This design comes from an exercise in tuning for small area, a short achievable clock period and few clock cycles on the open sky130 flow, not from production work. The RTL was checked by simulation tests, not by an equivalence proof against the original design.

==> nickel: inputs <==
Design frp, start of the top module:
module frp (
    input  wire         clk,
    input  wire         rst,
    input  wire [63:0]  host_time,
    input  wire         cmd_valid,
    output wire         cmd_ready,
    input  wire [79:0]  cmd,
    input  wire         din_valid,
    output wire         din_ready,
    input  wire [7:0]   din,
    output wire         out_valid,
    input  wire         out_ready,
    output wire [1:0]   out_kind,
    output wire [7:0]   out_cid,
    output wire [7:0]   out_op,
    output wire [3:0]   out_code,
    output wire [63:0]  out_val,
    output wire [1:0]   out_rtp_version,
    output wire         out_rtp_padding,
    output wire         out_rtp_extension,
    output wire [3:0]   out_csrc_count,
    output wire         out_marker,
    output wire [6:0]   out_payload_type,
    output wire [15:0]  out_sequence,
    output wire [7:0]   out_channel,
    output wire [3:0]   out_data_type,
    output wire [1:0]   out_subpackage,
    output wire [63:0]  out_timestamp,
    output wire [15:0]  out_last_iframe_interval,
    output wire [15:0]  out_last_frame_interval,
    output wire [15:0]  out_payload_len,
  ...
==> flow/config.mk <==
export PLATFORM = sky130hd
export DESIGN_NAME = frp
export DESIGN_NICKNAME = frp
export VERILOG_FILES = /design/flow/design.v
export SDC_FILE = /design/flow/constraint.sdc
export NUM_CORES = 4
export LEC_CHECK = 0
export CAP_MARGIN = 20
export CORE_MARGIN = 2
export CORE_UTILIZATION = 65
export CTS_CLUSTER_DIAMETER = 60
export CTS_CLUSTER_SIZE = 30
export PLACE_DENSITY = 0.8
export SLEW_MARGIN = 20
export SETUP_SLACK_MARGIN = 10.5
export BUFFER_PORTS_ARGS = -buffer_cell sky130_fd_sc_hd__buf_2
==> flow/constraint.sdc <==
create_clock -name core_clock -period 15.0 [get_ports {clk}]
set_input_delay 3.0000 -clock core_clock [delete_from_list [all_inputs] [get_ports {clk}]]
set_output_delay 3.0000 -clock core_clock [all_outputs]
set_load 0.01 [all_outputs]
standard.sh (not shown) runs the stock make flow with config.mk's settings and CLKGATE_MAP_FILE= SYNTH_SCRIPT=/design/flow/synth_recipe.tcl, a recipe that flattens the netlist after the stock synthesis.
==> flow/flow/run.sh <==
#!/bin/bash
cd "$(dirname "${BASH_SOURCE[0]}")/.." || exit 1
{
  echo "export SETUP_SLACK_MARGIN = 10.5"
  echo "export BUFFER_PORTS_ARGS = -buffer_cell sky130_fd_sc_hd__buf_2"
} >> config.mk
export SETUP_SLACK_MARGIN=10.5
export BUFFER_PORTS_ARGS="-buffer_cell sky130_fd_sc_hd__buf_2"
bash standard.sh > standard.log 2>&1
status=$?
echo "standard.sh exit $status" >> standard.log
exit $status
==> inputs of amber, as changes to nickel <==
--- a/flow/design.v
+++ b/flow/design.v
@@ -96,17 +96,17 @@
     reg  [47:0]  bin_r;        
     reg  [95:0]  b_dig;        
     reg  [23:12] b_val;        
     reg  [4:0]   b_len;
     wire out_free = !o_valid || out_ready;
     wire [31:0]  len     = arg_r[31:0];
     wire [17:0]  cnt     = arg_r[49:32];
     wire         open_s  = (k0 && c_open0) || (k1 && c_open1);
-    wire         idset_s = (k0 && c_open0 && c_idset0) || (k1 && c_open1 && c_idset1);
+    wire         idset_s = (k0 && c_idset0) || (k1 && c_idset1);
     wire [16:0]  pos_s   = k1 ? c_pos1 : c_pos0;
     wire [15:0]  n0      = {c_hdr0[24*8 +: 8], c_hdr0[25*8 +: 8]};
     wire [15:0]  n1      = {c_hdr1[24*8 +: 8], c_hdr1[25*8 +: 8]};
     wire [HB*8-1:0] hdr_s = k1 ? c_hdr1 : c_hdr0;
     wire [16:0]  fsize_s = {1'b0, k1 ? n1 : n0} + 17'd34;
     function [7:0] magic_byte;
         input [1:0] i;
         begin
@@ -128,30 +128,28 @@
         input integer k;
         begin
             slot_off = (k < 4) ? k + 4 : k + 8;
         end
     endfunction
     wire [17:0]  room    = {1'b0, pos_s} + {1'b0, len[16:0]};
     wire         ovf_feed = (room > 18'd131104) || len_big;
     wire         ovf_dec  = (len > 32'd131104);
-    wire         r0 = k0 && c_open0, r1 = k1 && c_open1;
-    wire         i0 = r0 && c_idset0, i1 = r1 && c_idset1;
     reg  [63:0]  rd_val;
     always @* begin
         rd_val = ({64{gsel[0]}} & g_start) | ({64{gsel[1]}} & g_pkts) | ({64{gsel[2]}} & g_bytes) |
                  ({64{gsel[3]}} & g_iframes) | ({64{gsel[4]}} & g_pframes) |
                  ({64{psel[0]}} & {61'd0, idset_s, 1'b0, open_s}) |
-                 ({64{psel[1] & r0}} & {47'd0, c_pos0}) | ({64{psel[1] & r1}} & {47'd0, c_pos1}) |
-                 ({64{psel[2] & r0}} & c_pkt0)   | ({64{psel[2] & r1}} & c_pkt1) |
-                 ({64{psel[3] & r0}} & c_bytes0) | ({64{psel[3] & r1}} & c_bytes1) |
-                 ({64{psel[4] & i0}} & {16'd0, c_dev0})  | ({64{psel[4] & i1}} & {16'd0, c_dev1}) |
-                 ({64{psel[5] & i0}} & {56'd0, c_chan0}) | ({64{psel[5] & i1}} & {56'd0, c_chan1}) |
-                 ({64{psel[6] & r0}} & c_addr0)  | ({64{psel[6] & r1}} & c_addr1) |
-                 ({64{psel[7] & r0}} & c_ts0)    | ({64{psel[7] & r1}} & c_ts1);
+                 ({64{psel[1] & k0}} & {47'd0, c_pos0}) | ({64{psel[1] & k1}} & {47'd0, c_pos1}) |
+                 ({64{psel[2] & k0}} & c_pkt0)   | ({64{psel[2] & k1}} & c_pkt1) |
+                 ({64{psel[3] & k0}} & c_bytes0) | ({64{psel[3] & k1}} & c_bytes1) |
+                 ({64{psel[4] & k0}} & {16'd0, c_dev0})  | ({64{psel[4] & k1}} & {16'd0, c_dev1}) |
+                 ({64{psel[5] & k0}} & {56'd0, c_chan0}) | ({64{psel[5] & k1}} & {56'd0, c_chan1}) |
+                 ({64{psel[6] & k0}} & c_addr0)  | ({64{psel[6] & k1}} & c_addr1) |
+                 ({64{psel[7] & k0}} & c_ts0)    | ({64{psel[7] & k1}} & c_ts1);
     end
     wire [63:0] unpk_val = (arg_r[9:8] == 2'd0) ? {32'd0, 4'd0, arg_r[3:0], 7'd0, arg_r[4], 7'd0, arg_r[5], 6'd0, arg_r[7:6]} :
                            (arg_r[9:8] == 2'd1) ? {48'd0, 1'b0, arg_r[6:0], 7'd0, arg_r[7]} :
                            (arg_r[9:8] == 2'd2) ? {48'd0, 6'd0, arg_r[5:4], 4'd0, arg_r[3:0]} : 64'd0;
     reg  [3:0]   code_x;       
     always @* begin
         code_x = ST_OK;
         if (f_open) begin
@@ -351,31 +349,35 @@
             if (first) begin
                 rcode <= code_f;
                 if (slow) begin
                     rej_r <= (code_f != ST_OK);
                     drdy  <= 1'b1;
                 end
                 if (open_ok0) begin
                     c_open0 <= 1'b1; c_idset0 <= 1'b0; c_pos0 <= 17'd0;
-                    c_pkt0 <= 64'd0; c_bytes0 <= 64'd0;
+                    c_pkt0 <= 64'd0; c_bytes0 <= 64'd0; c_dev0 <= 48'd0; c_chan0 <= 8'd0;
                     c_addr0 <= arg_r; c_ts0 <= host_time;
                 end
                 if (open_ok1) begin
                     c_open1 <= 1'b1; c_idset1 <= 1'b0; c_pos1 <= 17'd0;
-                    c_pkt1 <= 64'd0; c_bytes1 <= 64'd0;
+                    c_pkt1 <= 64'd0; c_bytes1 <= 64'd0; c_dev1 <= 48'd0; c_chan1 <= 8'd0;
                     c_addr1 <= arg_r; c_ts1 <= host_time;
                 end
                 if (f_close)
                     arg_r[49:32] <= {1'b0, pos_s};
                 if (close_ok0) begin
-                    c_open0 <= 1'b0;
+                    c_open0 <= 1'b0; c_idset0 <= 1'b0; c_pos0 <= 17'd0;
+                    c_pkt0 <= 64'd0; c_bytes0 <= 64'd0; c_dev0 <= 48'd0; c_chan0 <= 8'd0;
+                    c_addr0 <= 64'd0; c_ts0 <= 64'd0;
                 end
                 if (close_ok1) begin
-                    c_open1 <= 1'b0;
+                    c_open1 <= 1'b0; c_idset1 <= 1'b0; c_pos1 <= 17'd0;
+                    c_pkt1 <= 64'd0; c_bytes1 <= 64'd0; c_dev1 <= 48'd0; c_chan1 <= 8'd0;
+                    c_addr1 <= 64'd0; c_ts1 <= 64'd0;
                 end
             end
             if (din_fire) begin
                 arg_r[31:0] <= len - 32'd1;
                 last        <= (len == 32'd2);
                 if (last)
                     state <= f_feed ? S_RSP : S_DEND;
             end
@@ -541,17 +543,24 @@
             first     <= 1'b0;
             o_valid   <= 1'b0;
             f_nop <= 1'b0; f_open <= 1'b0; f_feed <= 1'b0; f_close <= 1'b0;
             f_dec <= 1'b0; f_bcd6 <= 1'b0; f_unpk <= 1'b0; f_rd <= 1'b0;
             fs0 <= 1'b0; fs1 <= 1'b0;
         end
         if (rst_r) begin
             c_open0 <= 1'b0;  c_open1 <= 1'b0;
-            c_pos0  <= 17'd0; c_pos1  <= 17'd0;
+            c_idset0 <= 1'b0; c_idset1 <= 1'b0;
+            c_pos0 <= 17'd0;  c_pos1 <= 17'd0;
+            c_pkt0 <= 64'd0;  c_pkt1 <= 64'd0;
+            c_bytes0 <= 64'd0; c_bytes1 <= 64'd0;
+            c_dev0 <= 48'd0;  c_dev1 <= 48'd0;
+            c_chan0 <= 8'd0;  c_chan1 <= 8'd0;
+            c_addr0 <= 64'd0; c_addr1 <= 64'd0;
+            c_ts0 <= 64'd0;   c_ts1 <= 64'd0;
             g_start   <= host_time;
             g_pkts    <= 64'd0;
             g_bytes   <= 64'd0;
             g_iframes <= 64'd0;
             g_pframes <= 64'd0;
         end
     end
     assign cmd_ready                = crdy;
==> flow/run.sh (new file) <==
#!/bin/bash
# synth_recipe.tcl (not shown) runs the flow's synth.tcl, then flattens the netlist and writes it again
# the make line also repeats each setting of config.mk as NAME=value (left out here)
make -C /OpenROAD-flow-scripts/flow DESIGN_CONFIG=/design/flow/config.mk WORK_HOME=/design/flow/orfs CLKGATE_MAP_FILE= SYNTH_SCRIPT=/design/flow/synth_recipe.tcl finish
Settings changed: BUFFER_PORTS_ARGS -buffer_cell sky130_fd_sc_hd__buf_2 to not set, CORE_UTILIZATION 65 to 40, CTS_CLUSTER_DIAMETER 60 to not set, CTS_CLUSTER_SIZE 30 to not set, PLACE_DENSITY 0.8 to 0.6, SETUP_SLACK_MARGIN 10.5 to not set.
removed: flow/flow/run.sh
removed: flow/standard.sh
==> notes <==
In amber the synthesized area is larger than in nickel, by about 0.27%. Clock skew: nickel is lower than amber (0.0010 ns). Of nickel and amber, amber has the higher cell count (gap 18%, measured against amber). Of amber and nickel, nickel has the higher worst setup slack (gap 1.3 ns). Of nickel and amber, amber has the higher critical path depth (gap 11). Of amber and nickel, nickel has the higher hold slack (gap 0.013 ns). Sequential cell count is the same in nickel and amber. Between nickel and amber, the lower core utilization is in amber (gap 26 points). Of amber and nickel, nickel has the higher register-to-register slack (gap 1.5 ns). Between amber and nickel, the lower sequential share of layout area is in amber (gap 8.0 points).
Testbench counts of nickel, summed over its fixed seeds: cycles 160,709.
Testbench counts of amber, summed over its fixed seeds: cycles 160,709.

## re-timing with driven ports
No port has a modelled driver above. Below, the same layouts with a new extraction and two added sets of constraints.
Step 1, drivers: a clkbuf_16 drives clk and a buf_2 each remaining input, both assumed.
Step 2 times the ports against the registers' clock, not the clock port: input delays grow and output delays shrink by t, the midpoint of the rising clock arrivals with the driver on.
a / b / c = no drivers / after step 1 / after step 2; a / b = the first two.
run | t, ns | setup WS [ns] | worst setup path after step 2
nickel | 0.885 | 10.398 / 10.301 / 9.640 | input to register
amber | 0.977 | 9.048 / 9.048 / 8.388 | input to register
After both steps every run listed still meets setup and hold. For nickel, which loses most, drivers alone change the setup slack by -0.097 ns; drivers and shift together by -0.758 ns.
